From an optimization exercise on the open Yosys and OpenROAD flow, aimed at small area, a short achievable clock period and few clock cycles; shortcuts taken in it are not production practice.
Only simulation tests tie the RTL to the original design; equivalence was not proved.
No activity file was given, so power comes from the tool's default toggle rates.

## design/flow/flow/run.sh

```bash
#!/bin/bash
# Standard ORFS layout (standard.sh) with the standard synthesis, then the
# rest of the flow with a tighter setup-repair target, a leaner clock tree,
# single-strength port buffers and a denser floorplan.
set -uo pipefail
bash standard.sh synth > synth.log 2>&1 || exit 1
bash standard.sh \
  SETUP_SLACK_MARGIN=16 \
  CORE_UTILIZATION=60 PLACE_DENSITY=0.72 \
  "BUFFER_PORTS_ARGS=-inputs -outputs -buffer_cell sky130_fd_sc_hd__buf_1" \
  "CTS_ARGS=-sink_clustering_enable -repair_clock_nets -dont_use_dummy_load -buf_list sky130_fd_sc_hd__clkbuf_8 -sink_clustering_size 25" \
  finish > layout.log 2>&1 || exit 1
```

## design/flow/standard.sh

```bash
#!/bin/bash
# synth_recipe.tcl (not shown) runs the flow's synth.tcl, then flattens the netlist and writes it again
# the make line also repeats each setting of config.mk as NAME=value (left out here)
make -C /OpenROAD-flow-scripts/flow DESIGN_CONFIG=/design/flow/config.mk WORK_HOME=/design/flow/orfs CLKGATE_MAP_FILE= SYNTH_SCRIPT=/design/flow/synth_recipe.tcl "${@:-finish}"
```

## design/flow/config.mk

```make
export PLATFORM = sky130hd
export DESIGN_NAME = zfu
export DESIGN_NICKNAME = zfu
export VERILOG_FILES = /design/flow/design.v
export SDC_FILE = /design/flow/constraint.sdc
export NUM_CORES = 4
export LEC_CHECK = 0
export CAP_MARGIN = 20
export CORE_MARGIN = 2
export CORE_UTILIZATION = 40
export SLEW_MARGIN = 20
```

## design/flow/constraint.sdc

```tcl
create_clock -name core_clock -period 22.0 [get_ports {clk}]
set_input_delay 4.4000 -clock core_clock [delete_from_list [all_inputs] [get_ports {clk}]]
set_output_delay 4.4000 -clock core_clock [all_outputs]
set_load 0.01 [all_outputs]
```

## design/flow/design.v

```verilog
module zfu (
    input              clk,
    input              rst,
    input              cmd_valid,
    input      [2:0]   cmd_len,       
    input      [7:0]   cmd_op,        
    input      [47:0]  cmd_arg,       
    input      [63:0]  ts_sec,
    input      [31:0]  ts_usec,
    output reg         rsp_valid,
    output     [7:0]   rsp_status,
    output reg [4:0]   rsp_len,       
    output     [151:0] rsp_data,      
    output reg         mem_req,
    output reg [31:0]  mem_addr,
    input              mem_ack,
    input      [7:0]   mem_rdata,
    input              mem_err
);
    localparam [15:0] CRC_POLY_LE     = 16'h8408;
    localparam [7:0]  DEFAULT_CHANNEL = 8'd26;
    localparam [15:0] DEVID_RESET     = 16'h0000;
    localparam [31:0] NTP_OFFSET      = 32'd2208988800;
    localparam [7:0] OP_RDREG   = 8'h01, OP_WRREG  = 8'h02, OP_RDBUF = 8'h03,
                     OP_CRCINIT = 8'h10, OP_CRCBYTE = 8'h11, OP_CRCBUF = 8'h12,
                     OP_CRCFIN  = 8'h13, OP_ZENC   = 8'h20, OP_ZDEC  = 8'h21,
                     OP_ZCHK    = 8'h22, OP_FRCLR  = 8'h30, OP_FRPUSH = 8'h31,
                     OP_BUILD   = 8'h32, OP_SEGRD  = 8'h33, OP_TXOK  = 8'h34;
    localparam [4:0] ST_OK        = 5'h00, ST_ILLEGAL   = 5'h01, ST_BADREG   = 5'h02,
                     ST_READONLY  = 5'h03, ST_BADVALUE  = 5'h04, ST_BADINDEX = 5'h05,
                     ST_BUSERROR  = 5'h06, ST_NOTREADY  = 5'h07, ST_FRAGFULL = 5'h08,
                     ST_LENOVF    = 5'h09, ST_CLOCKRNG  = 5'h0A, ST_TRUNC    = 5'h10,
                     ST_BADPRE    = 5'h11, ST_BADVER    = 5'h12, ST_BADTYPE  = 5'h13,
                     ST_NOHDR     = 5'h14, ST_LENMIS    = 5'h15, ST_BUFSMALL = 5'h16,
                     ST_CHANMIS   = 5'h17, ST_LENSHORT  = 5'h18;
    localparam [3:0] K_NONE = 4'd0,    
                     K_REG  = 4'd1,    
                     K_BUF  = 4'd2,    
                     K_CRC  = 4'd3,    
                     K_ZDEC = 4'd4,    
                     K_ZCHK = 4'd5,    
                     K_NFR  = 4'd6,    
                     K_BLD  = 4'd7,    
                     K_SEG  = 4'd8;    
    localparam [2:0] S_IDLE = 3'd0,
                     S_CRC  = 3'd1,    
                     S_ZDEC = 3'd2,    
                     S_BRD  = 3'd3,    
                     S_BNX  = 3'd4,    
                     S_WAIT = 3'd5,    
                     S_PUSH = 3'd6,    
                     S_SEG  = 3'd7;    
    reg [7:0]  chan;
    reg [15:0] devid;
    reg [31:0] seq;
    reg [15:0] crc;
    reg        hdrv, fcsv, rxv;
    reg [4:0]  nfrag;
    reg [4:0]  nseg;
    reg [7:0]  datalen;              
    reg [7:0]  fsum;                 
    reg        fovf;                 
    reg [7:0]  rx_chan, rx_lqimode, rx_lqi, rx_len;
    reg [15:0] rx_devid, rxlen;
    reg [31:0] rx_sec, rx_frac, rx_seq, rxbase;
    reg [7:0]  hb_chan, hb_len;
    reg [15:0] hb_devid;
    reg [31:0] hb_nsec, hb_frac, hb_seq;
    reg [15:0] fcs;
    reg [39:0] fr [0:15];
    reg [39:0] sg [0:15];
    reg [3:0]  fh, sh;
    reg [4:0]  cp_cnt;       
    reg [2:0]  state;
    reg        is_build;
    reg [4:0]  st;           
    reg [3:0]  kind;         
    reg [5:0]  ix;           
    reg [15:0] rd_cnt;       
    reg [15:0] crc_acc;      
    reg [4:0]  pidx;         
    reg        pv;           
    reg [31:0] pre_base;
    reg [7:0]  pre_len;
    reg        bad_pre, bad_ver, bad_type;
    reg [31:0] dq;           
    reg [4:0]  dr;           
    reg [4:0]  dcnt;         
    reg        d_b;          
    reg        nsec_c;       
    function [15:0] crc_step;
        input [15:0] c;
        input [7:0]  b;
        integer k;
        reg [15:0] t;
        begin
            t = c ^ {8'h00, b};
            for (k = 0; k < 8; k = k + 1)
                t = t[0] ? ((t >> 1) ^ CRC_POLY_LE) : (t >> 1);
            crc_step = t;
        end
    endfunction
    function [2:0] op_length;
        input [7:0] o;
        begin
            case (o)
                OP_RDREG, OP_RDBUF, OP_CRCBYTE, OP_ZENC, OP_SEGRD: op_length = 3'd2;
                OP_WRREG:                                         op_length = 3'd6;
                OP_CRCINIT, OP_ZCHK:                              op_length = 3'd3;
                OP_CRCBUF, OP_ZDEC, OP_FRPUSH:                    op_length = 3'd7;
                OP_CRCFIN, OP_FRCLR, OP_BUILD, OP_TXOK:           op_length = 3'd1;
                default:                                          op_length = 3'd0;
            endcase
        end
    endfunction
    wire [7:0]  c_imm8  = cmd_arg[47:40];
    wire [15:0] c_imm16 = cmd_arg[47:32];
    wire [31:0] c_addr  = cmd_arg[47:16];
    wire [15:0] c_len16 = cmd_arg[15:0];
    wire [31:0] c_val32 = cmd_arg[39:8];
    wire reg_ok = (c_imm8 <= 8'h08) || (c_imm8 >= 8'h10 && c_imm8 <= 8'h1A);
    wire       d_bit = d_b;
    wire [6:0] d_t   = {1'b0, dr, 1'b0} + (d_bit ? 7'd10 : 7'd0);
    wire [1:0] d_d   = (d_t >= 7'd58) ? 2'd2 : (d_t >= 7'd29) ? 2'd1 : 2'd0;
    wire [6:0] d_r   = d_t - (d_d == 2'd2 ? 7'd58 : d_d == 2'd1 ? 7'd29 : 7'd0);
    wire [31:0] d_q  = {dq[30:0], 1'b0} + (d_bit ? 32'd4310 : 32'd0) + {30'd0, d_d};
    wire       d_done = (dcnt == 5'd0);
    wire [15:0] crc_rd   = crc_step(crc_acc, mem_rdata);
    wire        rd_last  = (rd_cnt == 16'd1);
    wire        rd_wrap  = (&mem_addr) && !rd_last;   
    wire        rd_fail  = mem_err || rd_wrap;
    wire [4:0]  zidx     = mem_addr[4:0] - rxbase[4:0];
    wire        bld_cmd  = (state == S_IDLE) && cmd_valid && cmd_op == OP_BUILD &&
                           cmd_len == 3'd1 && !fovf;
    wire        bld_on   = bld_cmd || state == S_BRD || state == S_BNX;
    wire        p_end    = (pidx == nfrag);
    wire        fr_end   = p_end && !pv;       
    wire        take     = pv;                 
    wire        take_now = take && (state == S_BNX ||
                           (state == S_BRD && mem_ack && !rd_fail && rd_last));
    wire        p_hit    = bld_on && !p_end && (fh - 4'd4 == pidx[3:0]) &&
                           (!pv || take_now);
    wire        push_ok  = !nfrag[4] && cp_cnt == 5'd0 && fh == nfrag[3:0];
    wire        wr_now   = (state == S_IDLE) && cmd_valid && cmd_op == OP_FRPUSH &&
                           cmd_len == 3'd7 && push_ok;
    wire        wr_late  = (state == S_PUSH) && push_ok;
    wire [39:0] sg_in    = (cp_cnt != 5'd0) ? fr[15] : sg[15];
    integer k;
    always @(posedge clk) begin
        for (k = 1; k < 16; k = k + 1) begin
            fr[k] <= fr[k - 1];
            sg[k] <= sg[k - 1];
        end
        fr[0] <= wr_now  ? {c_addr, c_len16[7:0]} :
                 wr_late ? {mem_addr, rd_cnt[7:0]} : fr[15];
        sg[0] <= sg_in;
    end
    integer i;
    wire        clk_bad  = (ts_usec >= 32'd1000000);
    wire [8:0]  fr_sum   = {1'b0, fsum} + {1'b0, c_len16[7:0]};
    task commit;
        input [15:0] c;
        begin
            hb_chan   <= chan;
            hb_devid  <= devid;
            hb_seq    <= seq;
            hb_nsec   <= {ts_sec[31:16] + NTP_OFFSET[31:16] + {15'd0, nsec_c},
                          ts_sec[15:0] + NTP_OFFSET[15:0]};
            hb_frac   <= dq;
            hdrv      <= 1'b1;
            rsp_valid <= 1'b1;
            pidx      <= 5'd0;
            state     <= S_IDLE;
            if (is_build) begin
                hb_len  <= fsum + 8'd2;
                crc     <= c;
                fcs     <= c;
                fcsv    <= 1'b1;
                cp_cnt  <= 5'd16;
                sh      <= fh + 4'd1;
                nseg    <= nfrag + 5'd2;
                datalen <= fsum;
            end
        end
    endtask
    always @(posedge clk) begin
        rsp_valid <= 1'b0;
        if (rst) begin
            chan     <= DEFAULT_CHANNEL;
            devid    <= DEVID_RESET;
            seq      <= 32'd0;
            crc      <= 16'd0;
            hdrv     <= 1'b0;
            fcsv     <= 1'b0;
            rxv      <= 1'b0;
            nfrag    <= 5'd0;
            fsum     <= 8'd0;
            fovf     <= 1'b0;
            nseg     <= 5'd0;
            datalen  <= 8'd0;
            state    <= S_IDLE;
            mem_req  <= 1'b0;
            pidx     <= 5'd0;
            pv       <= 1'b0;
            dcnt     <= 5'd0;
            fh       <= 4'd0;
            sh       <= 4'd0;
            cp_cnt   <= 5'd0;
        end else begin
            rsp_len <= okl_n;
            fh <= fh + 4'd1;
            sh <= sh + 4'd1;
            if (cp_cnt != 5'd0)
                cp_cnt <= cp_cnt - 5'd1;
            if (p_hit && fr[3][7:0] != 8'd0) begin
                pre_base <= fr[3][39:8];
                pre_len  <= fr[3][7:0];
                pv       <= 1'b1;
            end else if (take_now)
                pv <= 1'b0;
            if (p_hit)
                pidx <= pidx + 5'd1;
            nsec_c <= ({1'b0, ts_sec[15:0]} + {1'b0, NTP_OFFSET[15:0]}) > 17'hFFFF;
            if (!d_done) begin
                dq   <= d_q;
                dr   <= d_r[4:0];
                dcnt <= dcnt - 5'd1;
                d_b  <= ts_usec[dcnt - 5'd2];
            end
            case (state)
            S_IDLE: if (cmd_valid) begin
                rsp_valid <= 1'b1;
                st        <= ST_OK;
                kind      <= K_NONE;
                ix        <= c_imm8[5:0];
                if (cmd_len != op_length(cmd_op) || cmd_len == 3'd0) begin
                    begin st <= ST_ILLEGAL; rsp_len <= 5'd1; end
                end else begin
                    case (cmd_op)
                    OP_RDREG:
                        if (!reg_ok)
                            begin st <= ST_BADREG; rsp_len <= 5'd1; end
                        else if (c_imm8[4] && !rxv)
                            begin st <= ST_NOTREADY; rsp_len <= 5'd1; end
                        else
                            kind <= K_REG;
                    OP_WRREG:
                        if (!reg_ok)
                            begin st <= ST_BADREG; rsp_len <= 5'd1; end
                        else if (c_imm8 > 8'h02)
                            begin st <= ST_READONLY; rsp_len <= 5'd1; end
                        else if ((c_imm8[1:0] == 2'd0 && c_val32[31:8]  != 24'd0) ||
                                 (c_imm8[1:0] == 2'd1 && c_val32[31:16] != 16'd0))
                            begin st <= ST_BADVALUE; rsp_len <= 5'd1; end
                        else begin
                            case (c_imm8[1:0])
                                2'd0:    chan  <= c_val32[7:0];
                                2'd1:    devid <= c_val32[15:0];
                                default: seq   <= c_val32;
                            endcase
                        end
                    OP_RDBUF:
                        if (c_imm8 >= 8'd34)
                            begin st <= ST_BADINDEX; rsp_len <= 5'd1; end
                        else if (c_imm8[5] ? !fcsv : !hdrv)
                            begin st <= ST_NOTREADY; rsp_len <= 5'd1; end
                        else
                            kind <= K_BUF;
                    OP_CRCINIT:
                        crc <= c_imm16;
                    OP_CRCBYTE: begin
                        crc  <= crc_step(crc, c_imm8);
                        kind <= K_CRC;
                    end
                    OP_CRCBUF: begin
                        kind <= K_CRC;
                        if (c_len16 != 16'd0) begin
                            rsp_valid <= 1'b0;
                            crc_acc   <= crc;
                            rd_cnt    <= c_len16;
                            mem_addr  <= c_addr;
                            mem_req   <= 1'b1;
                            state     <= S_CRC;
                        end
                    end
                    OP_CRCFIN: begin
                        fcs  <= crc;
                        fcsv <= 1'b1;
                        kind <= K_CRC;
                    end
                    OP_ZENC:
                        if (clk_bad)
                            begin st <= ST_CLOCKRNG; rsp_len <= 5'd1; end
                        else begin
                            rsp_valid <= 1'b0;
                            is_build  <= 1'b0;
                            hb_len    <= c_imm8;
                            dq        <= 32'd0;
                            dr        <= 5'd0;
                            dcnt      <= 5'd20;
                            d_b       <= ts_usec[19];
                            state     <= S_WAIT;
                        end
                    OP_ZDEC: begin
                        rxv      <= 1'b0;
                        rxbase   <= c_addr;
                        rxlen    <= c_len16;
                        bad_pre  <= 1'b0;
                        bad_ver  <= 1'b0;
                        bad_type <= 1'b0;
                        kind     <= K_ZDEC;
                        if (c_len16 == 16'd0)
                            begin st <= ST_TRUNC; rsp_len <= 5'd1; end
                        else begin
                            rsp_valid <= 1'b0;
                            rd_cnt    <= (c_len16 < 16'd32) ? c_len16 : 16'd32;
                            mem_addr  <= c_addr;
                            mem_req   <= 1'b1;
                            state     <= S_ZDEC;
                        end
                    end
                    OP_ZCHK: begin
                        kind <= K_ZCHK;
                        if (!rxv)
                            begin st <= ST_NOHDR; rsp_len <= 5'd1; end
                        else if ({7'd0, {1'b0, rx_len} + 9'd32} != rxlen)
                            begin st <= ST_LENMIS; rsp_len <= 5'd1; end
                        else if ({8'd0, rx_len} > c_imm16)
                            begin st <= ST_BUFSMALL; rsp_len <= 5'd1; end
                        else if (rx_chan != chan)
                            begin st <= ST_CHANMIS; rsp_len <= 5'd1; end
                        else if (rx_len < 8'd2)
                            begin st <= ST_LENSHORT; rsp_len <= 5'd1; end
                    end
                    OP_FRCLR: begin
                        fh    <= 4'd0;
                        nfrag <= 5'd0;
                        fsum  <= 8'd0;
                        fovf  <= 1'b0;
                    end
                    OP_FRPUSH:
                        if (nfrag[4])
                            begin st <= ST_FRAGFULL; rsp_len <= 5'd1; end
                        else begin
                            fsum  <= fr_sum[7:0];
                            fovf  <= fovf || c_len16[15:8] != 8'd0 || fr_sum > 9'd253;
                            kind  <= K_NFR;
                            if (wr_now)
                                nfrag <= nfrag + 5'd1;
                            else begin
                                rsp_valid <= 1'b0;
                                mem_addr  <= c_addr;
                                rd_cnt    <= c_len16;
                                state     <= S_PUSH;
                            end
                        end
                    OP_BUILD:
                        if (fovf)
                            begin st <= ST_LENOVF; rsp_len <= 5'd1; end
                        else begin
                            rsp_valid <= 1'b0;
                            is_build  <= 1'b1;
                            kind      <= K_BLD;
                            crc_acc   <= 16'd0;
                            dq        <= 32'd0;
                            dr        <= 5'd0;
                            dcnt      <= 5'd20;
                            d_b       <= ts_usec[19];
                            state     <= S_BNX;
                        end
                    OP_SEGRD:
                        if (c_imm8 >= {3'd0, nseg})
                            begin st <= ST_BADINDEX; rsp_len <= 5'd1; end
                        else begin
                            kind <= K_SEG;
                            if (c_imm8 != 8'd0 && c_imm8[4:0] != nseg - 5'd1 &&
                                sh != c_imm8[3:0] - 4'd1) begin
                                rsp_valid <= 1'b0;
                                state     <= S_SEG;
                            end
                        end
                    OP_TXOK: begin
                        seq  <= seq + 32'd1;
                        kind <= K_REG;
                        ix   <= 6'd2;
                    end
                    default:
                        begin st <= ST_ILLEGAL; rsp_len <= 5'd1; end
                    endcase
                end
            end
            S_CRC: if (mem_ack) begin
                if (rd_fail) begin
                    mem_req   <= 1'b0;
                    rsp_valid <= 1'b1;
                    begin st        <= ST_BUSERROR; rsp_len <= 5'd1; end
                    state     <= S_IDLE;
                end else if (rd_last) begin
                    mem_req   <= 1'b0;
                    crc       <= crc_rd;
                    rsp_valid <= 1'b1;
                    state     <= S_IDLE;
                end else begin
                    crc_acc  <= crc_rd;
                    rd_cnt   <= rd_cnt - 16'd1;
                    mem_addr <= mem_addr + 32'd1;
                end
            end
            S_ZDEC: if (mem_ack) begin
                if (rd_fail) begin
                    mem_req   <= 1'b0;
                    rsp_valid <= 1'b1;
                    begin st        <= ST_BUSERROR; rsp_len <= 5'd1; end
                    state     <= S_IDLE;
                end else begin
                    case (zidx)
                        5'd0:  if (mem_rdata != 8'h45) bad_pre <= 1'b1;
                        5'd1:  if (mem_rdata != 8'h58) bad_pre <= 1'b1;
                        5'd2:  if (mem_rdata != 8'h02) bad_ver <= 1'b1;
                        5'd3:  if (mem_rdata != 8'h01) bad_type <= 1'b1;
                        5'd4:  rx_chan <= mem_rdata;
                        5'd5:  rx_devid[15:8] <= mem_rdata;
                        5'd6:  rx_devid[7:0]  <= mem_rdata;
                        5'd7:  rx_lqimode <= mem_rdata;
                        5'd8:  rx_lqi <= mem_rdata;
                        5'd9:  rx_sec[31:24] <= mem_rdata;
                        5'd10: rx_sec[23:16] <= mem_rdata;
                        5'd11: rx_sec[15:8]  <= mem_rdata;
                        5'd12: rx_sec[7:0]   <= mem_rdata;
                        5'd13: rx_frac[31:24] <= mem_rdata;
                        5'd14: rx_frac[23:16] <= mem_rdata;
                        5'd15: rx_frac[15:8]  <= mem_rdata;
                        5'd16: rx_frac[7:0]   <= mem_rdata;
                        5'd17: rx_seq[31:24] <= mem_rdata;
                        5'd18: rx_seq[23:16] <= mem_rdata;
                        5'd19: rx_seq[15:8]  <= mem_rdata;
                        5'd20: rx_seq[7:0]   <= mem_rdata;
                        5'd31: rx_len <= mem_rdata;
                        default: ;
                    endcase
                    if (rd_last) begin
                        mem_req   <= 1'b0;
                        rsp_valid <= 1'b1;
                        state     <= S_IDLE;
                        if (rxlen < 16'd3)
                            begin st <= ST_TRUNC; rsp_len <= 5'd1; end
                        else if (bad_pre)
                            begin st <= ST_BADPRE; rsp_len <= 5'd1; end
                        else if (bad_ver || (zidx == 5'd2 && mem_rdata != 8'h02))
                            begin st <= ST_BADVER; rsp_len <= 5'd1; end
                        else if (rxlen < 16'd32)
                            begin st <= ST_TRUNC; rsp_len <= 5'd1; end
                        else if (bad_type)
                            begin st <= ST_BADTYPE; rsp_len <= 5'd1; end
                        else
                            rxv <= 1'b1;
                    end else begin
                        rd_cnt   <= rd_cnt - 16'd1;
                        mem_addr <= mem_addr + 32'd1;
                    end
                end
            end
            S_BRD: if (mem_ack) begin
                if (rd_fail) begin
                    mem_req   <= 1'b0;
                    rsp_valid <= 1'b1;
                    begin st        <= ST_BUSERROR; rsp_len <= 5'd1; end
                    pidx      <= 5'd0;
                    pv        <= 1'b0;
                    state     <= S_IDLE;
                end else begin
                    crc_acc <= crc_rd;
                    if (rd_last) begin
                        if (take) begin
                            mem_addr <= pre_base;
                            rd_cnt   <= {8'd0, pre_len};
                        end else begin
                            mem_req <= 1'b0;
                            if (!fr_end)
                                state <= S_BNX;
                            else if (clk_bad) begin
                                rsp_valid <= 1'b1;
                                begin st        <= ST_CLOCKRNG; rsp_len <= 5'd1; end
                                pidx      <= 5'd0;
                                state     <= S_IDLE;
                            end else if (d_done)
                                commit(crc_rd);
                            else
                                state <= S_WAIT;
                        end
                    end else begin
                        rd_cnt   <= rd_cnt - 16'd1;
                        mem_addr <= mem_addr + 32'd1;
                    end
                end
            end
            S_BNX: begin
                if (take) begin
                    mem_addr <= pre_base;
                    rd_cnt   <= {8'd0, pre_len};
                    mem_req  <= 1'b1;
                    state    <= S_BRD;
                end else if (fr_end) begin
                    if (clk_bad) begin
                        rsp_valid <= 1'b1;
                        begin st        <= ST_CLOCKRNG; rsp_len <= 5'd1; end
                        pidx      <= 5'd0;
                        state     <= S_IDLE;
                    end else
                        state <= S_WAIT;
                end
            end
            S_PUSH: if (push_ok) begin
                nfrag     <= nfrag + 5'd1;
                rsp_valid <= 1'b1;
                state     <= S_IDLE;
            end
            S_SEG: if (sh == ix[3:0] - 4'd1) begin
                rsp_valid <= 1'b1;
                state     <= S_IDLE;
            end
            S_WAIT: if (d_done)
                commit(crc_acc);
            default: state <= S_IDLE;
            endcase
        end
    end
    assign rsp_status = {3'd0, st};
    reg [55:0] rsp_hi;       
    assign rsp_data = {rsp_hi, rx_sec[23:0], rx_frac, rx_seq, rx_len};
    reg [31:0] reg_val;
    always @(*) begin
        case (c_imm8[4:0])
            5'h00: reg_val = {24'd0, chan};
            5'h01: reg_val = {16'd0, devid};
            5'h02: reg_val = seq;
            5'h03: reg_val = {16'd0, crc};
            5'h04: reg_val = {29'd0, rxv, fcsv, hdrv};
            5'h05: reg_val = {27'd0, nfrag};
            5'h06: reg_val = {27'd0, nseg};
            5'h07: reg_val = {24'd0, (nseg == 5'd0) ? 8'd0 : datalen + 8'd2};
            5'h08: reg_val = {24'd0, datalen};
            5'h10: reg_val = 32'd1;
            5'h11: reg_val = {24'd0, rx_chan};
            5'h12: reg_val = {16'd0, rx_devid};
            5'h13: reg_val = {24'd0, rx_lqimode};
            5'h14: reg_val = {24'd0, rx_lqi};
            5'h15: reg_val = rx_sec;
            5'h16: reg_val = rx_frac;
            5'h17: reg_val = rx_seq;
            5'h18: reg_val = {24'd0, rx_len};
            5'h19: reg_val = {16'd0, rxlen};
            5'h1A: reg_val = rxbase;
            default: reg_val = 32'd0;
        endcase
    end
    reg [7:0] buf_byte;
    always @(*) begin
        case (c_imm8[5:0])
            6'd0:  buf_byte = 8'h45;
            6'd1:  buf_byte = 8'h58;
            6'd2:  buf_byte = 8'h02;
            6'd3:  buf_byte = 8'h01;
            6'd4:  buf_byte = hb_chan;
            6'd5:  buf_byte = hb_devid[15:8];
            6'd6:  buf_byte = hb_devid[7:0];
            6'd7:  buf_byte = 8'h01;
            6'd8:  buf_byte = 8'hFF;
            6'd9:  buf_byte = hb_nsec[31:24];
            6'd10: buf_byte = hb_nsec[23:16];
            6'd11: buf_byte = hb_nsec[15:8];
            6'd12: buf_byte = hb_nsec[7:0];
            6'd13: buf_byte = hb_frac[31:24];
            6'd14: buf_byte = hb_frac[23:16];
            6'd15: buf_byte = hb_frac[15:8];
            6'd16: buf_byte = hb_frac[7:0];
            6'd17: buf_byte = hb_seq[31:24];
            6'd18: buf_byte = hb_seq[23:16];
            6'd19: buf_byte = hb_seq[15:8];
            6'd20: buf_byte = hb_seq[7:0];
            6'd31: buf_byte = hb_len;
            6'd32: buf_byte = fcs[7:0];
            6'd33: buf_byte = fcs[15:8];
            default: buf_byte = 8'h00;
        endcase
    end
    wire [55:0] seg_ent = {8'd1, sg_in[39:8], 8'd0, sg_in[7:0]};
    reg [151:0] rd_n;        
    reg [4:0]   okl_n;
    always @(*) begin
        rd_n  = 152'd0;
        okl_n = 5'd1;
        case (state)
        S_IDLE:
            case (cmd_op)
            OP_RDREG:   begin okl_n = 5'd5; rd_n[151:120] = reg_val; end
            OP_RDBUF:   begin okl_n = 5'd2; rd_n[151:144] = buf_byte; end
            OP_CRCBYTE: begin okl_n = 5'd3; rd_n[151:136] = crc_step(crc, c_imm8); end
            OP_CRCBUF,
            OP_CRCFIN:  begin okl_n = 5'd3; rd_n[151:136] = crc; end
            OP_ZCHK:    begin okl_n = 5'd3; rd_n[151:136] = {rx_len - 8'd2, rx_lqi}; end
            OP_FRPUSH:  begin okl_n = 5'd2; rd_n[151:144] = {3'd0, nfrag + 5'd1}; end
            OP_SEGRD:   begin
                            okl_n = 5'd8;
                            if (c_imm8 == 8'd0)
                                rd_n[151:96] = {8'd0, 32'd0, 16'd32};
                            else if (c_imm8[4:0] == nseg - 5'd1)
                                rd_n[151:96] = {8'd0, 32'd32, 16'd2};
                            else
                                rd_n[151:96] = seg_ent;
                        end
            OP_TXOK:    begin okl_n = 5'd5; rd_n[151:120] = seq + 32'd1; end
            default: ;
            endcase
        S_CRC:  begin okl_n = 5'd3; rd_n[151:136] = crc_rd; end
        S_ZDEC: begin okl_n = 5'd20;
                      rd_n = {8'h01, rx_chan, rx_devid, rx_lqimode, rx_lqi,
                              rx_sec, rx_frac, rx_seq, mem_rdata}; end
        S_PUSH: begin okl_n = 5'd2; rd_n[151:144] = {3'd0, nfrag + 5'd1}; end
        S_SEG:  begin okl_n = 5'd8; rd_n[151:96] = seg_ent; end
        default: begin
                      okl_n = is_build ? 5'd4 : 5'd1;
                      rd_n[151:128] = {3'd0, nfrag + 5'd2, fsum + 8'd2, fsum};
                 end
        endcase
    end
    always @(posedge clk)
        rsp_hi <= rd_n[151:96];
endmodule
```

==> results.sh, run 1 <==
export IMPL_dieArea_mm2=0.111
export IMPL_holdBufCountCts=0
export IMPL_max_stage_delay_ps=830
export IMPL_cts_sinks=1964
export IMPL_synth_area_leaders="dfxtp_1, edfxtp_1, nor2_1"
export IMPL_drive_gt1_share_pct=23.4
export IMPL_synth_top_cell_by_area="dfxtp_1"
export IMPL_drtPass1Iterations=10
export IMPL_fmax_ghz=0.155
export IMPL_synth_top_area_share_pct=45.3
export IMPL_antenna_found_initial=38
export IMPL_crit_path_end_kind="flip-flop"
export IMPL_viasPerCell=6.79
export IMPL_holdCritPathClass="reg -> reg"
export IMPL_rsz0062_at_grt="yes"
export IMPL_synth_ff_type="dfxtp_1"
export IMPL_clk_path_buf_depth=4
export IMPL_grt_pass1_vias=46190
export IMPL_area_delta_synth_final_pct=23.3
export IMPL_io_pins=367
export IMPL_path_cells="buf_8, buf_12, buf_8, ha_4, buf_12, nand2_8, nor2_4, buf_12, buf_4, a22oi_1, a31oi_2, nor4_4, a221oi_2"
export IMPL_clock_latency_ps=1010
export IMPL_track_usage_pct=45.6
export IMPL_cp_arrival_ps=7160
export IMPL_place_gp_congestion=1.09
export IMPL_grt_overflow=0
export IMPL_cts_max_level=5
export IMPL_fin_nets=6245
export IMPL_num_vias=50355
export IMPL_cap_violations=0
export IMPL_totalWireLength_um=267000
export IMPL_clk_pin_slew_worst_paths_ps=70
export IMPL_finClkSkew_ps=138
export IMPL_cp_required_ps=22720
export IMPL_yosys_warnings=3
export IMPL_hold_viol=0
export IMPL_cp_common_cell="buf_12"
export IMPL_synth_edf_count=497
export IMPL_drc_errors=0
export IMPL_io_buffers=331
export IMPL_fin_crit_sh_pct=29.3
export IMPL_crit_fanout=5
export IMPL_initial_core_util_pct=60.5
export IMPL_slowest_stage="a22oi_1"
export IMPL_die_h_um=333
export IMPL_irDropWorstVdd_mv=0.157
export IMPL_outcome="timing/DRC/antenna clean"
export IMPL_n_fill_cell=6614
export IMPL_core_area_mm2=0.107
export IMPL_cts_buffers=308
export IMPL_drt_initial_drc_count=9012
export IMPL_ys_ff_latch=1964
export IMPL_post_drt_wl_per_cell_um=36.0
export IMPL_finalSetupTns_ps=0
export IMPL_cellLeakagePower_uw=0.0302
export IMPL_start_kind="input pin"
export IMPL_power_density_mw_per_mm2=90.5
export IMPL_cts_tree="built"
export IMPL_power_uw=7230
export IMPL_slew_violations=0
export IMPL_fin_crit_ps=6440
export IMPL_finalSetupViolCount=0
export IMPL_async_reset_ff_share_pct=0
export IMPL_synth_cells=5157
export IMPL_syn_area_per_cell_um2=12.6
export IMPL_syn_area_mm2=0.0648
export IMPL_core_rowCount=120
export IMPL_slew_headroom_pct=24.3
export IMPL_die_x_um=333
export IMPL_seqCellArea_mm2=0.0443
export IMPL_synth_seq_area_share_pct=68.4
export IMPL_ant_nets=0
export IMPL_synth_cell_types=112
export IMPL_clock_root_buffer="clkbuf_8"
export IMPL_tightest_slew_ps=1130
export IMPL_dpl_hpwl_um=171000
export IMPL_grt_pass1_wl_um=350000
export IMPL_worst_setup_path_type="in -> reg"
export IMPL_multi_input_area_mm2=0.0220
export IMPL_grt_max_degree=70
## cells in the final DEF (no fill, tap or decap), types with 34 or more instances in the layout
| cell type | n |
|---|---|
| clkbuf_8 | 309 |
| a22o_1 | 55 |
| a21oi_2 | 43 |
| nand3_1 | 85 |
| a21oi_1 | 194 |
| o21ai_0 | 100 |
| a221oi_1 | 34 |
| dfxtp_1 | 1458 |
| a22oi_1 | 122 |
| and3_1 | 53 |
| buf_6 | 81 |
| mux2i_1 | 126 |
| a211oi_2 | 50 |
| nand2_1 | 334 |
| xor2_1 | 91 |
| nor2_1 | 334 |
| nand4_1 | 43 |
| buf_1 | 262 |
| inv_1 | 83 |
| buf_12 | 60 |
| edfxtp_1 | 497 |
| ha_1 | 69 |
| buf_4 | 304 |
| nor4_1 | 34 |
| nor3_1 | 56 |
| xnor2_1 | 139 |
## worst paths after layout
kind	endpoint	slack (ps)	start	cells past startpoint
setup / recovery	rsp_hi[51]	15560	cmd_arg[40]	13
hold / removal	fr[2][28]	260	fr[1][28]	0
setup reg to reg	dq[30]	17360	d_b	19
hold reg to reg	fr[2][28]	260	fr[1][28]	0
## cell type report
class | count | area share (%)
inverters | 92 | 0.492
flip-flops and latches | 1964 | 55.5
multi-input cells | 2819 | 27.6
repair buffers | 807 | 8.88
well taps | 1403 | 2.20
clock buffers | 308 | 5.31
diodes | 19 | 0.0595
## report_power, final
group | leakage, uW | internal (uW) | switching [uW]
sequential | 0.0164 | 3810 | 65.6
combinational | 0.0116 | 361 | 498
clock | 0.00221 | 1240 | 1260
total | 0.0302 | 5410 | 1820
## worst max-delay path, delay by kind of cell
| family | cells | cell delay [ps] |
|---|---|---|
| adder cells (fa/ha/maj) | 1 | 180 |
| AO/OA/AOI/OAI | 3 | 1160 |
| AND/OR/NAND/NOR | 3 | 550 |
| buffers and inverters | 6 | 840 |
## Yosys cell counts, drive strengths merged (33+ instances only)
library cell	number
dfxtp	1467
edfxtp	497
nor2	390
nand2	358
a21oi	247
clkbuf	189
xnor2	149
o21ai	148
a22oi	135
mux2i	127
buf	103
xor2	96
nand3	95
inv	91
nor3	85
ha	80
a211oi	64
and3	63
a22o	61
a221oi	56
nor4	52
nand4	43
a31oi	38
o221ai	33
## cells by family after synthesis
logic type	count (synthesis)	synth area share (%)
AO/OA/AOI/OAI	1068	11.9
XOR/XNOR	246	3.38
adder cells (fa/ha/maj)	85	1.70
buffers and inverters	384	2.58
flip-flops	1964	68.4
multiplexers	168	2.87
other	1	0.00579
AND/OR/NAND/NOR	1241	9.16
## through the flow
step	util, %	instances	hold slack [ps]	area (um2)	worst slack [ps]
after global routing	74.6	7400	264	79800	15600
final	74.6	7412	265	79900	15560
after CTS	71.3	7216	256	76400	15790
after global placement	64.1	6719	309	68600	13600
after floorplan	-	5159	310	66500	12170
after detailed placement	64.1	6719	312	68600	13670
## registers in the layout, summed over array words and instances, names as in the netlist, 32 cells and up
| register | cells |
|---|---|
| rx_sec | 32 |
| hb_nsec | 32 |
| rsp_hi | 56 |
| rxbase | 32 |
| fr | 640 |
| hb_seq | 32 |
| mem_addr | 32 |
| rx_seq | 32 |
| hb_frac | 32 |
| dq | 32 |
| sg | 640 |
| pre_base | 32 |
| seq | 32 |
| rx_frac | 32 |
## routing by layer
layer  up-vias  wire (um)  track usage (%)  share of wire [%]
met2      4638     104000             62.5                 39
li1      20211          -                -                  -
met1     24195      94300             58.4                 35
met5         -       1060                0               0.40
met3      1267      44900             20.9                 17
met4        44      22600             28.4                8.5
## what timing repair did
action | in CTS | in global routing
pin swaps | 76 | 143
gates cloned | 26 | 28
endpoints found under the setup margin | 800 | 626
resized for setup | 373 | 333
setup buffers | 163 | 149
Testbench counts, summed over its fixed seeds: cycles 65,714.
==> run 2, diff against run 1 <==
==> design/flow/flow/run.sh (replaced) <==
#!/bin/bash
# Standard ORFS layout (standard.sh) with the standard synthesis. Placement
# and clock tree use a tighter setup-repair target, a leaner clock tree,
# single-strength port buffers and a denser floorplan; routing repairs to
# the plain target, so it only fixes what routing breaks.
set -uo pipefail
COMMON=(
  CORE_UTILIZATION=60 PLACE_DENSITY=0.72
  "BUFFER_PORTS_ARGS=-inputs -outputs -buffer_cell sky130_fd_sc_hd__buf_1"
  "CTS_ARGS=-sink_clustering_enable -repair_clock_nets -dont_use_dummy_load -buf_list sky130_fd_sc_hd__clkbuf_8 -sink_clustering_size 25"
)
bash standard.sh synth > synth.log 2>&1 || exit 1
bash standard.sh "${COMMON[@]}" SETUP_SLACK_MARGIN=16 cts > place_cts.log 2>&1 || exit 1
bash standard.sh "${COMMON[@]}" SETUP_SLACK_MARGIN=0 finish > route.log 2>&1 || exit 1
==> results.sh, run 2 <==
export IMPL_core_rowCount=120
export IMPL_cap_violations=0
export IMPL_synth_top_cell_by_area="dfxtp_1"
export IMPL_multi_input_area_mm2=0.0209
export IMPL_initial_core_util_pct=60.5
export IMPL_r2r_start="d_b"
export IMPL_place_area_mm2=0.0686
export IMPL_synth_area_leaders="dfxtp_1, edfxtp_1, nor2_1"
export IMPL_io_pins=367
export IMPL_synth_most_common_cell="dfxtp_1"
export IMPL_cts_buffers=308
export IMPL_critPathLaunch="cmd_arg[29]"
export IMPL_clk_pin_slew_worst_paths_ps=60
export IMPL_layout_commonest_cell="dfxtp_1"
export IMPL_fin_crit_sh_pct=29.7
export IMPL_pwr_share_seq_pct=53.8
export IMPL_synth_edf_count=497
export IMPL_holdCritPathClass="reg -> reg"
export IMPL_cp_arrival_ps=7170
export IMPL_io_buffers=331
export IMPL_async_reset_ff_share_pct=0
export IMPL_outcome="timing/DRC/antenna clean"
export IMPL_place_gp_congestion=1.09
export IMPL_ant_nets=0
export IMPL_drive_gt1_share_pct=18.7
export IMPL_die_x_um=333
export IMPL_fin_crit_ps=6530
export IMPL_cellLeakagePower_uw=0.0287
export IMPL_yosys_warnings=3
export IMPL_power_density_mw_per_mm2=94.2
export IMPL_drc_errors=0
export IMPL_clk_path_buf_depth=4
export IMPL_finClkSkew_ps=128
export IMPL_die_h_um=333
export IMPL_syn_area_per_cell_um2=12.6
export IMPL_synth_cell_types=112
export IMPL_hold_start="sg[8][36]"
export IMPL_cts_tree="built"
export IMPL_finalSetupViolCount=0
export IMPL_drtPass1Iterations=9
export IMPL_syn_area_mm2=0.0648
export IMPL_synth_seq_area_share_pct=68.4
export IMPL_clkPwrFrac_pct=34.6
export IMPL_synth_ff_type="dfxtp_1"
export IMPL_crit_fanout=5
export IMPL_clock_latency_ps=1010
export IMPL_start_kind="input pin"
export IMPL_grt_max_degree=70
export IMPL_power_share_combinational_pct=11.5
export IMPL_cp_required_ps=22640
export IMPL_power_uw=7200
export IMPL_grt_overflow=0
export IMPL_synth_cells=5157
export IMPL_crit_path_end_kind="flip-flop"
export IMPL_switching_share_pct=25.1
export IMPL_core_area_mm2=0.107
export IMPL_timing_hold_ws_ps=266
export IMPL_cts_sinks=1964
export IMPL_dp_cells=6719
export IMPL_drt_initial_drc_count=8427
export IMPL_synth_common_cells="dfxtp_1, edfxtp_1, nor2_1"
export IMPL_dpl_hpwl_um=171000
export IMPL_cts_max_level=5
export IMPL_totalWireLength_um=256000
export IMPL_slew_violations=0
export IMPL_num_vias=48614
export IMPL_fin_cells=7230
export IMPL_fin_nets=6068
export IMPL_power_switching_uw=1800
export IMPL_reg_largest_list="fr (640), sg (640), rsp_hi (56)"
export IMPL_slew_headroom_pct=21.9
export IMPL_n_fill_cell=7093
export IMPL_dieArea_mm2=0.111
export IMPL_synth_top_area_share_pct=45.3
export IMPL_layout_common_cells="dfxtp_1, edfxtp_1, nor2_1"
export IMPL_finalSetupTns_ps=0
export IMPL_design_area_mm2=0.0764
export IMPL_worst_setup_path_type="in -> reg"
export IMPL_intPower_uw=5390
export IMPL_ys_ff_latch=1964
export IMPL_area_delta_synth_final_pct=18.0
export IMPL_rsz0062_at_grt="no"
export IMPL_clock_root_buffer="clkbuf_8"
export IMPL_grt_pass1_wl_um=350000
export IMPL_grt_pass1_vias=46190
export IMPL_seqCellArea_mm2=0.0443
export IMPL_post_drt_wl_per_cell_um=35.4
export IMPL_irDropWorstVdd_mv=0.157
export IMPL_hold_viol=0
export IMPL_tightest_slew_ps=1170
export IMPL_viasPerCell=6.72
export IMPL_fmax_ghz=0.153
export IMPL_track_usage_pct=45.6
export IMPL_antenna_found_initial=43
[run 2: cell counts after synthesis]
No cell type changed its count.
[run 2: layout make-up]
type / count / area share, %
Antenna cell: 14 / 0.0459
Clock buffer: 308 / 5.55
Inverter: 92 / 0.504
Multi-Input combinational cell: 2816 / 27.4
Sequential cell: 1964 / 58.0
Tap cell: 1403 / 2.30
Timing Repair Buffer: 633 / 6.25
[run 2: path summary, 6_finish.rpt]
path / end / slack (ps) / cells past startpoint
setup / recovery: rsp_len[0] / 15470 / 9
hold / removal: sg[9][36] / 270 / 0
setup reg to reg: dq[30] / 17350 / 19
hold reg to reg: sg[9][36] / 270 / 0
[run 2: cell families after synthesis]
| logic type | synth area share (%) |
|---|---|
| other | 0.00579 |
| AND/OR/NAND/NOR | 9.16 |
| adder cells (fa/ha/maj) | 1.70 |
| AO/OA/AOI/OAI | 11.9 |
| multiplexers | 2.87 |
| XOR/XNOR | 3.38 |
| buffers and inverters | 2.58 |
| flip-flops | 68.4 |
[run 2: worst max-delay path, stage by stage]
cell	delay [ps]
buf_1	280
nor4_1	640
a41oi_2	300
nor2_1	610
nand2_1	210
nand3_1	160
nand3_1	110
nor4_1	280
o221ai_1	190
[run 2: timing repair]
item / CTS / global route
hold endpoints to repair: 0 / 0
endpoints found under the setup margin: 800 / 0
hold buffers: 0 / 0
buffers inserted: 163 / 0
gates resized for setup: 373 / 0
[run 2: per-stage QoR]
step,util (%),setup slack [ps]
after global placement,64.1,13600
after global routing,71.3,15490
final,71.4,15470
after CTS,71.3,15790
after floorplan,-,12170
after detailed placement,64.1,13670
[run 2: power by group through the flow]
stage	logic (uW)	clock network (uW)	registers, uW
final	829	2490	3870
after global routing	892	2650	3880
after CTS	810	2500	3870
after detailed placement	769	0	3950
after global placement	742	0	3950
after floorplan	597	0	3920
[run 2: metal layers]
metal	vias up	wire length [um]	global-route usage, %
met5	-	239	0
met4	36	19700	28.4
met3	1040	41900	20.9
met2	4220	101000	62.5
met1	23498	92400	58.4
li1	19820	-	-
==> run 3, diff against run 2 <==
--- a/design/flow/config.mk
+++ b/design/flow/config.mk
@@ -7,5 +7,7 @@
 export LEC_CHECK = 0
+export ABC_AREA = 1
 export CAP_MARGIN = 20
 export CORE_MARGIN = 2
-export CORE_UTILIZATION = 40
+export CORE_UTILIZATION = 60
+export PLACE_DENSITY = 0.72
 export SLEW_MARGIN = 20
==> results.sh, run 3 <==
export IMPL_outcome="timing/DRC/antenna clean"
export IMPL_cts_max_level=5
export IMPL_drtPass1Iterations=10
export IMPL_synth_cells=6338
export IMPL_slew_headroom_pct=28.7
export IMPL_hold_viol=0
export IMPL_initial_core_util_pct=60.4
export IMPL_tightest_slew_ps=1040
export IMPL_cp_num_buf_inv=4
export IMPL_cp_required_ps=22760
export IMPL_core_rowCount=121
export IMPL_clk_path_buf_depth=4
export IMPL_grt_pass1_vias=49365
export IMPL_layout_commonest_cell="dfxtp_1"
export IMPL_power_density_mw_per_mm2=97.4
export IMPL_fin_crit_ps=6350
export IMPL_cts_sinks=1964
export IMPL_holdCritPathClass="reg -> reg"
export IMPL_clock_root_buffer="clkbuf_8"
export IMPL_finClkSkew_ps=112
export IMPL_muxShareOfSynthArea_pct=0.0915
export IMPL_post_drt_wl_per_cell_um=30.1
export IMPL_synth_seq_area_share_pct=67.5
export IMPL_synthSimpleGateAreaFrac_pct=15.4
export IMPL_slew_violations=0
export IMPL_synth_most_common_cell="dfxtp_1"
export IMPL_area_delta_synth_final_pct=14.2
export IMPL_grt_overflow=0
export IMPL_reg_largest_list="fr (640), sg (640), rsp_hi (56)"
export IMPL_cap_violations=0
export IMPL_die_h_um=335
export IMPL_crit_fanout=16
export IMPL_synth_compound_gate_area_share_pct=8.89
export IMPL_place_area_mm2=0.0690
export IMPL_irDropWorstVdd_mv=0.170
export IMPL_core_area_mm2=0.109
export IMPL_syn_area_mm2=0.0656
export IMPL_synth_common_cells="dfxtp_1, nand2_1, nor2_1"
export IMPL_ys_ff_latch=1964
export IMPL_max_stage_delay_ps=410
export IMPL_crit_path_end_kind="flip-flop"
export IMPL_io_pins=367
export IMPL_place_gp_congestion=1.12
export IMPL_drc_errors=0
export IMPL_cts_buffers=309
export IMPL_layout_common_cells="dfxtp_1, nand2_1, nor2_1"
export IMPL_syn_area_per_cell_um2=10.4
export IMPL_grt_max_degree=80
export IMPL_dpl_hpwl_um=178000
export IMPL_synth_ff_type="dfxtp_1"
export IMPL_clk_pin_slew_worst_paths_ps=60
export IMPL_start_kind="input pin"
export IMPL_cellLeakagePower_uw=0.0303
export IMPL_ant_nets=0
export IMPL_yosys_warnings=3
export IMPL_synth_xor_area_share_pct=1.99
export IMPL_fmax_ghz=0.158
export IMPL_fin_nets=7226
export IMPL_die_x_um=335
export IMPL_rsz0062_at_grt="no"
export IMPL_finalSetupTns_ps=0
export IMPL_synth_top_area_share_pct=44.7
export IMPL_io_buffers=331
export IMPL_path_delay_family="simple AND/OR/NAND/NOR gates"
export IMPL_design_area_mm2=0.0750
export IMPL_synth_top_family_by_area="simple AND/OR/NAND/NOR gates"
export IMPL_synth_edf_count=497
export IMPL_power_uw=7300
export IMPL_track_usage_pct=44.4
export IMPL_cts_tree="built"
export IMPL_cp_arrival_ps=7100
export IMPL_antenna_found_initial=32
export IMPL_path_cells="buf_2, buf_12, clkinvlp_4, buf_6, nand3_1, nor2_2, nand2_1, nand4_1, nor3_1, nand3b_1, nand2_1, nand4_1, nand2_1, nand3_2"
export IMPL_synth_area_leaders="dfxtp_1, edfxtp_1, nand2_1"
export IMPL_fin_crit_sh_pct=28.8
export IMPL_finalSetupViolCount=0
export IMPL_cp_common_cell="nand2_1"
export IMPL_dieArea_mm2=0.112
export IMPL_synth_top_cell_by_area="dfxtp_1"
export IMPL_worst_setup_path_type="in -> reg"
export IMPL_slowest_stage="nand4_1"
export IMPL_synth_adder_area_share_pct=1.68
export IMPL_timing_hold_ws_ps=230
export IMPL_drt_initial_drc_count=7724
export IMPL_clock_latency_ps=1010
export IMPL_async_reset_ff_share_pct=0
export IMPL_totalWireLength_um=252000
export IMPL_grt_pass1_wl_um=350000
export IMPL_synth_cell_types=63
export IMPL_drive_gt1_share_pct=11.9
export IMPL_viasPerCell=6.22
export IMPL_num_vias=52223
==> run 3: cell types whose count changed after synthesis, moves of 73 or more <==
cell,before,now
nand4_1,43,116
nand3_1,92,282
mux2i_1,127,6
nor2_1,386,584
xnor2_1,149,58
inv_1,91,508
o21ai_0,143,348
a22oi_1,135,56
nand2_1,358,1255
==> run 3: logic make-up after synthesis <==
group | count (synthesis)
adder cells (fa/ha/maj) | 85
AO/OA/AOI/OAI | 986
multiplexers | 6
XOR/XNOR | 149
other | 1
flip-flops | 1964
buffers and inverters | 733
AND/OR/NAND/NOR | 2414
==> run 3: path summary, 6_finish.rpt <==
path	start	cells after the start	to	slack [ps]
worst max-delay path	cmd_arg[44]	14	rsp_hi[51]	15650
worst min-delay path	fr[9][13]	0	fr[10][13]	230
worst max register to register	d_b	22	dq[24]	17330
worst min register to register	fr[9][13]	0	fr[10][13]	230
==> run 3: power by group <==
part           switching, uW  total (uW)  internal [uW]
clock network           1280        2520           1240
registers               93.8        3980           3890
logic                    521         802            281
==> run 3: timing repair <==
| action | 4_1_cts | 5_1_grt |
|---|---|---|
| hold buffers | 0 | 0 |
| endpoints found under the setup margin | 706 | 0 |
| gates resized for setup | 220 | 0 |
| buffers inserted | 109 | 0 |
==> run 3: area by class of cell <==
cell class | instances | area [um2]
multi-input cells | 3644 | 19400
well taps | 1414 | 1770
diodes | 10 | 25.0
repair inverters | 1 | 7.51
fillers | 7885 | 33700
repair buffers | 524 | 3080
flip-flops and latches | 1964 | 44300
inverters | 529 | 2140
clock buffers | 309 | 4250
==> run 3: through the flow <==
| stage | utilization (%) | setup slack, ps | cells |
|---|---|---|---|
| finish | 69.0 | 15650 | 8395 |
| CTS | 68.9 | 15850 | 8385 |
| global placement | 63.4 | 13380 | 7963 |
| detailed placement | 63.4 | 13360 | 7963 |
| global route | 68.9 | 15650 | 8386 |
| floorplan | - | 14570 | 6340 |
==> run 3: routing by layer <==
layer  part of all wire [%]  track usage (%)  vias up
li1                       -                -    22366
met1                     37             57.3    24755
met2                     40             61.1     4205
met3                     15             18.1      873
met4                    7.7             29.5       24
met5                  0.065                0        -
==> run 4, diff against run 3 <==
--- a/design/flow/flow/run.sh
+++ b/design/flow/flow/run.sh
@@ -9,3 +9,3 @@
   "BUFFER_PORTS_ARGS=-inputs -outputs -buffer_cell sky130_fd_sc_hd__buf_1"
-  "CTS_ARGS=-sink_clustering_enable -repair_clock_nets -dont_use_dummy_load -buf_list sky130_fd_sc_hd__clkbuf_8 -sink_clustering_size 25"
+  "CTS_ARGS=-sink_clustering_enable -repair_clock_nets -dont_use_dummy_load -buf_list sky130_fd_sc_hd__clkbuf_8 -sink_clustering_size 18 -sink_clustering_max_diameter 60"
 )
==> results.sh, run 4 <==
export IMPL_outcome="timing/DRC/antenna clean"
export IMPL_clock_root_buffer="clkbuf_8"
export IMPL_crit_fanout=13
export IMPL_synth_area_leaders="dfxtp_1, edfxtp_1, nand2_1"
export IMPL_syn_area_per_cell_um2=10.4
export IMPL_clock_latency_ps=900
export IMPL_path_cells="clkbuf_2, buf_12, clkinv_8, nand2_2, nor2_4, buf_4, o21ai_2, nand2_1, nor2_1, nand2_2, nor2_4, nor2_4, nand2_1, nand4_1, nand2_1, nand3_2"
export IMPL_worst_setup_path_type="in -> reg"
export IMPL_synth_cells=6338
export IMPL_cts_buffers=152
export IMPL_setup_ws_ps=15590
export IMPL_drive_gt1_share_pct=10.2
export IMPL_slew_violations=0
export IMPL_finClkSkew_ps=110
export IMPL_cp_arrival_ps=7060
export IMPL_num_vias=51021
export IMPL_synth_most_common_cell="dfxtp_1"
export IMPL_slowest_stage="nand4_1"
export IMPL_synth_top_area_share_pct=44.7
export IMPL_layout_commonest_cell="dfxtp_1"
export IMPL_path_delay_family="simple AND/OR/NAND/NOR gates"
export IMPL_n_fill_cell=8211
export IMPL_cts_max_level=4
export IMPL_hold_start="fr[0][8]"
export IMPL_holdBufCountCts=0
export IMPL_synth_ff_type="dfxtp_1"
export IMPL_totalWireLength_um=247000
export IMPL_final_util_pct=67.3
export IMPL_viasPerCell=6.19
export IMPL_synth_edf_count=497
export IMPL_post_drt_wl_per_cell_um=30.0
export IMPL_drt_met1_wl_um=92500
export IMPL_drc_errors=0
export IMPL_reg_largest_list="fr (640), sg (640), rsp_hi (56)"
export IMPL_start_kind="input pin"
export IMPL_clk_pin_slew_worst_paths_ps=110
export IMPL_io_buffers=331
export IMPL_timing_hold_ws_ps=267
export IMPL_async_reset_ff_share_pct=0
export IMPL_synth_cell_types=63
export IMPL_grt_max_degree=80
export IMPL_core_rowCount=121
export IMPL_clk_path_buf_depth=3
export IMPL_fin_crit_sh_pct=29.1
export IMPL_hold_viol=0
export IMPL_finalSetupViolCount=0
export IMPL_cellLeakagePower_uw=0.0293
export IMPL_track_usage_pct=43.4
export IMPL_grt_overflow=0
export IMPL_power_density_mw_per_mm2=88.6
export IMPL_fin_nets=7081
export IMPL_dp_slack_ps=13360
export IMPL_tightest_slew_ps=1040
export IMPL_r2r_start="d_b"
export IMPL_syn_area_mm2=0.0656
export IMPL_crit_path_end_kind="flip-flop"
export IMPL_place_gp_congestion=1.12
export IMPL_slew_headroom_pct=28.6
export IMPL_core_area_mm2=0.109
export IMPL_cts_tree="built"
export IMPL_die_h_um=335
export IMPL_cap_violations=0
export IMPL_top_layer="met5"
export IMPL_cp_num_buf_inv=4
export IMPL_grt_pass1_wl_um=341000
export IMPL_max_stage_delay_ps=380
export IMPL_cts_sinks=1964
export IMPL_drtPass1Iterations=9
export IMPL_area_delta_synth_final_pct=11.4
export IMPL_rsz0062_at_grt="no"
export IMPL_dpl_hpwl_um=178000
export IMPL_yosys_warnings=3
export IMPL_dieArea_mm2=0.112
export IMPL_synth_seq_area_share_pct=67.5
export IMPL_initial_core_util_pct=60.4
export IMPL_ys_ff_latch=1964
export IMPL_io_pins=367
export IMPL_irDropWorstVdd_mv=0.180
export IMPL_finalSetupTns_ps=0
export IMPL_ant_nets=0
export IMPL_fin_crit_ps=6410
export IMPL_cp_required_ps=22650
export IMPL_synth_common_cells="dfxtp_1, nand2_1, nor2_1"
export IMPL_wl_met2_um=96500
export IMPL_grt_pass1_vias=47379
export IMPL_synth_top_cell_by_area="dfxtp_1"
export IMPL_critPathLaunch="cmd_arg[42]"
export IMPL_fmax_ghz=0.156
export IMPL_holdCritPathClass="reg -> reg"
export IMPL_layout_common_cells="dfxtp_1, nand2_1, nor2_1"
export IMPL_antenna_found_initial=25
export IMPL_met3_length_um=37600
export IMPL_die_x_um=335
export IMPL_drt_initial_drc_count=7514
==> run 4: cells by family after synthesis <==
family | count (synthesis) | synth area share (%)
AOI/OAI and AO/OA | 986 | 8.89
muxes | 6 | 0.0915
other | 1 | 0.00571
xor gates and xnor gates | 149 | 1.99
and+or+nand+nor | 2414 | 15.4
adders and majority gates | 85 | 1.68
buffers and inverters | 733 | 4.44
DFF | 1964 | 67.5
==> run 4: path summary, 6_finish.rpt <==
kind / to / cells past startpoint / slack (ps)
max: rsp_hi[51] / 16 / 15590
min: fr[1][8] / 0 / 270
max reg2reg: dq[24] / 22 / 17260
min reg2reg: fr[1][8] / 0 / 270
==> run 4: area by class of cell <==
class	instances	area (um2)	area share, %
clock buffer	152	2090	2.86
inverter	529	2140	2.93
antenna	7	17.5	0.0239
tap	1414	1770	2.42
timing repair inverter	1	7.51	0.0103
sequential	1964	44300	60.6
timing repair buffer	536	3290	4.49
multi-input combinational	3644	19500	26.7
==> run 4: stage by stage <==
stage          instance area, um2  cells  power [uW]
2_1_floorplan               66300   6340        4560
3_3_place_gp                69000   7963        4780
3_5_place_dp                69000   7963        4820
4_1_cts                     73100   8240        6470
5_1_grt                     73100   8241        6700
6_report                    73100   8247        6480
==> run 4: worst register-to-register path: cells and delay by family, from the launching register on <==
kind | cells | cell delay [ps]
adder cells (fa/ha/maj) | 4 | 1310
AO/OA/AOI/OAI | 5 | 1230
AND/OR/NAND/NOR | 10 | 1200
flip-flops | 1 | 570
buffers and inverters | 3 | 180
==> run 4: layer usage <==
metal  up-vias  track usage (%)
met3       894             17.7
met2      3871             58.7
met1     24132             56.8
met4        21             29.2
met5         -                0
li1      22103                -
==> run 4: what timing repair did <==
| action | 4_1_cts | 5_1_grt |
|---|---|---|
| endpoints found under the setup margin | 704 | 0 |
| gates resized for setup | 254 | 0 |
| setup buffers | 119 | 0 |
==> run 4: power by group <==
part | internal (uW) | switching, uW | total (uW) | leakage [uW]
clock | 619 | 1080 | 1700 | 0.00109
combinational | 284 | 521 | 805 | 0.0117
sequential | 3880 | 92.4 | 3970 | 0.0165
==> run 5, diff against run 4 <==
--- a/design/flow/design.v
+++ b/design/flow/design.v
@@ -73,2 +73,3 @@
     reg [4:0]  cp_cnt;       
+    reg        seg_f;        
     reg [2:0]  state;
@@ -146,3 +147,9 @@
     wire        wr_late  = (state == S_PUSH) && push_ok;
-    wire [39:0] sg_in    = (cp_cnt != 5'd0) ? fr[15] : sg[15];
+    wire [39:0] sg_in    = (cp_cnt != 5'd0) ? fr[7] : sg[15];
+    wire [3:0]  sh1      = sh + 4'd1;
+    wire [3:0]  shf1     = {~sh[3], sh[2:0]} + 4'd1;
+    wire [3:0]  seg_q    = (state == S_IDLE) ? c_imm8[3:0] : ix[3:0];
+    wire        seg_hs   = (sh1 == seg_q);
+    wire        seg_hf   = seg_f && (shf1 == seg_q);
+    wire [39:0] seg_rd   = seg_hf ? fr[15] : sg_in;
     integer k;
@@ -179,3 +186,4 @@
                 cp_cnt  <= 5'd16;
-                sh      <= fh + 4'd1;
+                sh      <= fh + 4'd9;
+                seg_f   <= 1'b1;
                 nseg    <= nfrag + 5'd2;
@@ -208,2 +216,3 @@
             cp_cnt   <= 5'd0;
+            seg_f    <= 1'b0;
         end else begin
@@ -214,2 +223,4 @@
                 cp_cnt <= cp_cnt - 5'd1;
+            if (wr_now || wr_late)
+                seg_f <= 1'b0;
             if (p_hit && fr[3][7:0] != 8'd0) begin
@@ -376,3 +387,3 @@
                             if (c_imm8 != 8'd0 && c_imm8[4:0] != nseg - 5'd1 &&
-                                sh != c_imm8[3:0] - 4'd1) begin
+                                !seg_hs && !seg_hf) begin
                                 rsp_valid <= 1'b0;
@@ -517,3 +528,3 @@
             end
-            S_SEG: if (sh == ix[3:0] - 4'd1) begin
+            S_SEG: if (seg_hs || seg_hf) begin
                 rsp_valid <= 1'b1;
@@ -586,3 +597,3 @@
     end
-    wire [55:0] seg_ent = {8'd1, sg_in[39:8], 8'd0, sg_in[7:0]};
+    wire [55:0] seg_ent = {8'd1, seg_rd[39:8], 8'd0, seg_rd[7:0]};
     reg [151:0] rd_n;        
--- a/design/flow/flow/run.sh
+++ b/design/flow/flow/run.sh
@@ -9,3 +9,3 @@
   "BUFFER_PORTS_ARGS=-inputs -outputs -buffer_cell sky130_fd_sc_hd__buf_1"
-  "CTS_ARGS=-sink_clustering_enable -repair_clock_nets -dont_use_dummy_load -buf_list sky130_fd_sc_hd__clkbuf_8 -sink_clustering_size 18 -sink_clustering_max_diameter 60"
+  "CTS_ARGS=-sink_clustering_enable -repair_clock_nets -dont_use_dummy_load -buf_list sky130_fd_sc_hd__clkbuf_8 -sink_clustering_size 25"
 )
==> results.sh, run 5 <==
export IMPL_rsz0062_at_grt="no"
export IMPL_final_util_pct=68.7
export IMPL_area_delta_synth_final_pct=13.5
export IMPL_async_reset_ff_share_pct=0
export IMPL_irDropWorstVdd_mv=0.0983
export IMPL_cts_buffers=307
export IMPL_slew_headroom_pct=24.7
export IMPL_cap_violations=0
export IMPL_synth_cells=6285
export IMPL_clock_latency_ps=1010
export IMPL_fin_crit_sh_pct=28.8
export IMPL_ant_nets=0
export IMPL_dp_cells=7908
export IMPL_io_buffers=331
export IMPL_syn_area_mm2=0.0657
export IMPL_cellLeakagePower_uw=0.0298
export IMPL_holdBufCountCts=0
export IMPL_crit_fanout=18
export IMPL_clk_path_buf_depth=4
export IMPL_syn_area_per_cell_um2=10.5
export IMPL_drive_gt1_share_pct=11.8
export IMPL_die_x_um=335
export IMPL_reg_largest_list="fr (640), sg (640), rsp_hi (56)"
export IMPL_hold_viol=0
export IMPL_synth_ff_type="dfxtp_1"
export IMPL_cp_num_buf_inv=2
export IMPL_cp_arrival_ps=7100
export IMPL_synth_cell_types=67
export IMPL_seqCellArea_mm2=0.0443
export IMPL_start_kind="input pin"
export IMPL_place_gp_congestion=1.09
export IMPL_fin_nets=7141
export IMPL_power_density_mw_per_mm2=96.4
export IMPL_cts_max_level=5
export IMPL_drc_errors=0
export IMPL_synth_common_cells="dfxtp_1, nand2_1, nor2_1"
export IMPL_ys_ff_latch=1965
export IMPL_finClkSkew_ps=137
export IMPL_cts_sinks=1965
export IMPL_crit_path_end_kind="flip-flop"
export IMPL_slowest_stage="a211oi_1"
export IMPL_antenna_found_initial=27
export IMPL_clk_pin_slew_worst_paths_ps=60
export IMPL_slew_violations=0
export IMPL_synth_most_common_cell="dfxtp_1"
export IMPL_layout_common_cells="dfxtp_1, nand2_1, edfxtp_1"
export IMPL_finalSetupTns_ps=0
export IMPL_dieArea_mm2=0.112
export IMPL_drtPass1Iterations=7
export IMPL_io_pins=367
export IMPL_finalSetupViolCount=0
export IMPL_holdCritPathClass="reg -> reg"
export IMPL_tightest_slew_ps=1130
export IMPL_timing_hold_ws_ps=254
export IMPL_post_drt_wl_per_cell_um=30.7
export IMPL_initial_core_util_pct=60.5
export IMPL_grt_pass1_vias=49401
export IMPL_totalWireLength_um=256000
export IMPL_synth_area_leaders="dfxtp_1, edfxtp_1, nand2_1"
export IMPL_power_uw=7190
export IMPL_dpl_hpwl_um=182000
export IMPL_grt_overflow=0
export IMPL_n_fill_cell=7751
export IMPL_die_h_um=335
export IMPL_drt_initial_drc_count=8067
export IMPL_core_area_mm2=0.109
export IMPL_layout_commonest_cell="dfxtp_1"
export IMPL_outcome="timing/DRC/antenna clean"
export IMPL_track_usage_pct=45.0
export IMPL_clock_root_buffer="clkbuf_8"
export IMPL_fmax_ghz=0.158
export IMPL_path_cells="buf_1, buf_6, nor2_2, nand2_1, nor2_2, nand2_1, nand2_1, a211oi_1, nand3_1, a21oi_1, nand2_1, nand2_1, nand4_1"
export IMPL_grt_max_degree=79
export IMPL_fin_cells=8316
export IMPL_multi_input_area_mm2=0.0192
export IMPL_fin_crit_ps=6340
export IMPL_path_delay_family="simple AND/OR/NAND/NOR gates"
export IMPL_cp_common_cell="nand2_1"
export IMPL_synth_top_cell_by_area="dfxtp_1"
export IMPL_viasPerCell=6.23
export IMPL_synth_top_area_share_pct=44.7
export IMPL_worst_setup_path_type="in -> reg"
export IMPL_cts_tree="built"
export IMPL_synth_edf_count=497
export IMPL_cp_required_ps=22750
export IMPL_num_vias=51780
export IMPL_core_rowCount=121
export IMPL_yosys_warnings=3
export IMPL_synth_seq_area_share_pct=67.4
export IMPL_grt_pass1_wl_um=354000
export IMPL_max_stage_delay_ps=670
## run 5: cell type report
type / count / share of cell area [%]
clock buffer: 307 / 5.66
timing repair inverter: 1 / 0.00671
inverter: 519 / 2.76
sequential: 1965 / 59.4
multi-input combinational: 3594 / 25.7
tap: 1414 / 2.37
timing repair buffer: 506 / 4.07
antenna: 10 / 0.0335
## run 5: worst paths after layout
kind,from,to,slack [ps],depth (start not counted)
max reg2reg,dcnt[0],nseg[2],17190,10
min reg2reg,fr[1][26],fr[2][26],250,0
min,fr[1][26],fr[2][26],250,0
max,cmd_arg[44],rsp_hi[51],15660,13
## run 5: power breakdown
part           internal, uW  switching (uW)  leakage (uW)
sequential             3810            72.7        0.0165
clock                  1230            1280       0.00221
combinational           266             531        0.0111
## run 5: per-layer routing
metal / part of all wire [%] / routed length (um) / GRT usage [%] / vias up
li1: - / - / - / 22161
met1: 37 / 95600 / 58.8 / 24671
met2: 41 / 104000 / 62.7 / 4024
met3: 14 / 35500 / 15.7 / 900
met4: 8.0 / 20400 / 30.6 / 24
met5: 0.062 / 158 / 0 / -
## run 5: what timing repair did
action / CTS / global route
gates resized for setup: 224 / 0
buffers inserted: 87 / 0
setup endpoints to repair: 774 / 0
## run 5: metrics by stage
step                      area [um2]  worst slack [ps]
final                          74600             15660
after global routing           74600             15710
after CTS                      74600             15870
after detailed placement       68800             13830
after global placement         68800             13850
after floorplan                66200             14480
## run 5: cells by family (layout without fill, tap and decap cells)
family,count (synthesis),after routing,share of synthesized area (%)
AO/OA/AOI/OAI,1019,1019,9.32
other,1,13,0.00570
multiplexers,2,2,0.0305
AND/OR/NAND/NOR,2352,2352,15.3
buffers and inverters,728,1333,4.52
flip-flops,1965,1965,67.4
XOR/XNOR,139,139,1.85
adder cells (fa/ha/maj),79,79,1.56
Testbench counts of run 5, summed over its fixed seeds: cycles 64,890.

[afterwards: timing with drivers on the ports]
How much do the figures lean on ideal ports? The routed layouts below were timed once more, with nothing changed but the port constraints. Step 1: set_driving_cell puts a clkbuf_16 on clk and a buf_2 on each other input, an assumption about the parent block. Step 2 adds t to the input delays and takes it off the output delays; t is the mean of the earliest and latest rising clock arrival at the registers after step 1. Input paths then give back, and output paths get back, about the clock's delay inside the block. Three values: no drivers, after step 1, after step 2; two values: the first two.
run	t (ns)	setup slack, ns	worst data-port slew with drivers (ns)
run 1	1.019	15.559 / 15.588 / 14.569	0.13
run 2	1.022	15.473 / 15.519 / 14.498	0.14
run 3	1.023	15.653 / 15.695 / 14.672	0.15
run 4	0.922	15.591 / 15.638 / 14.716	0.15
run 5	1.037	15.655 / 15.709 / 14.672	0.12
After both steps every run listed still meets setup and hold. For run 1, which loses most, drivers alone change the setup slack by +0.029 ns; drivers and shift together by -0.990 ns.
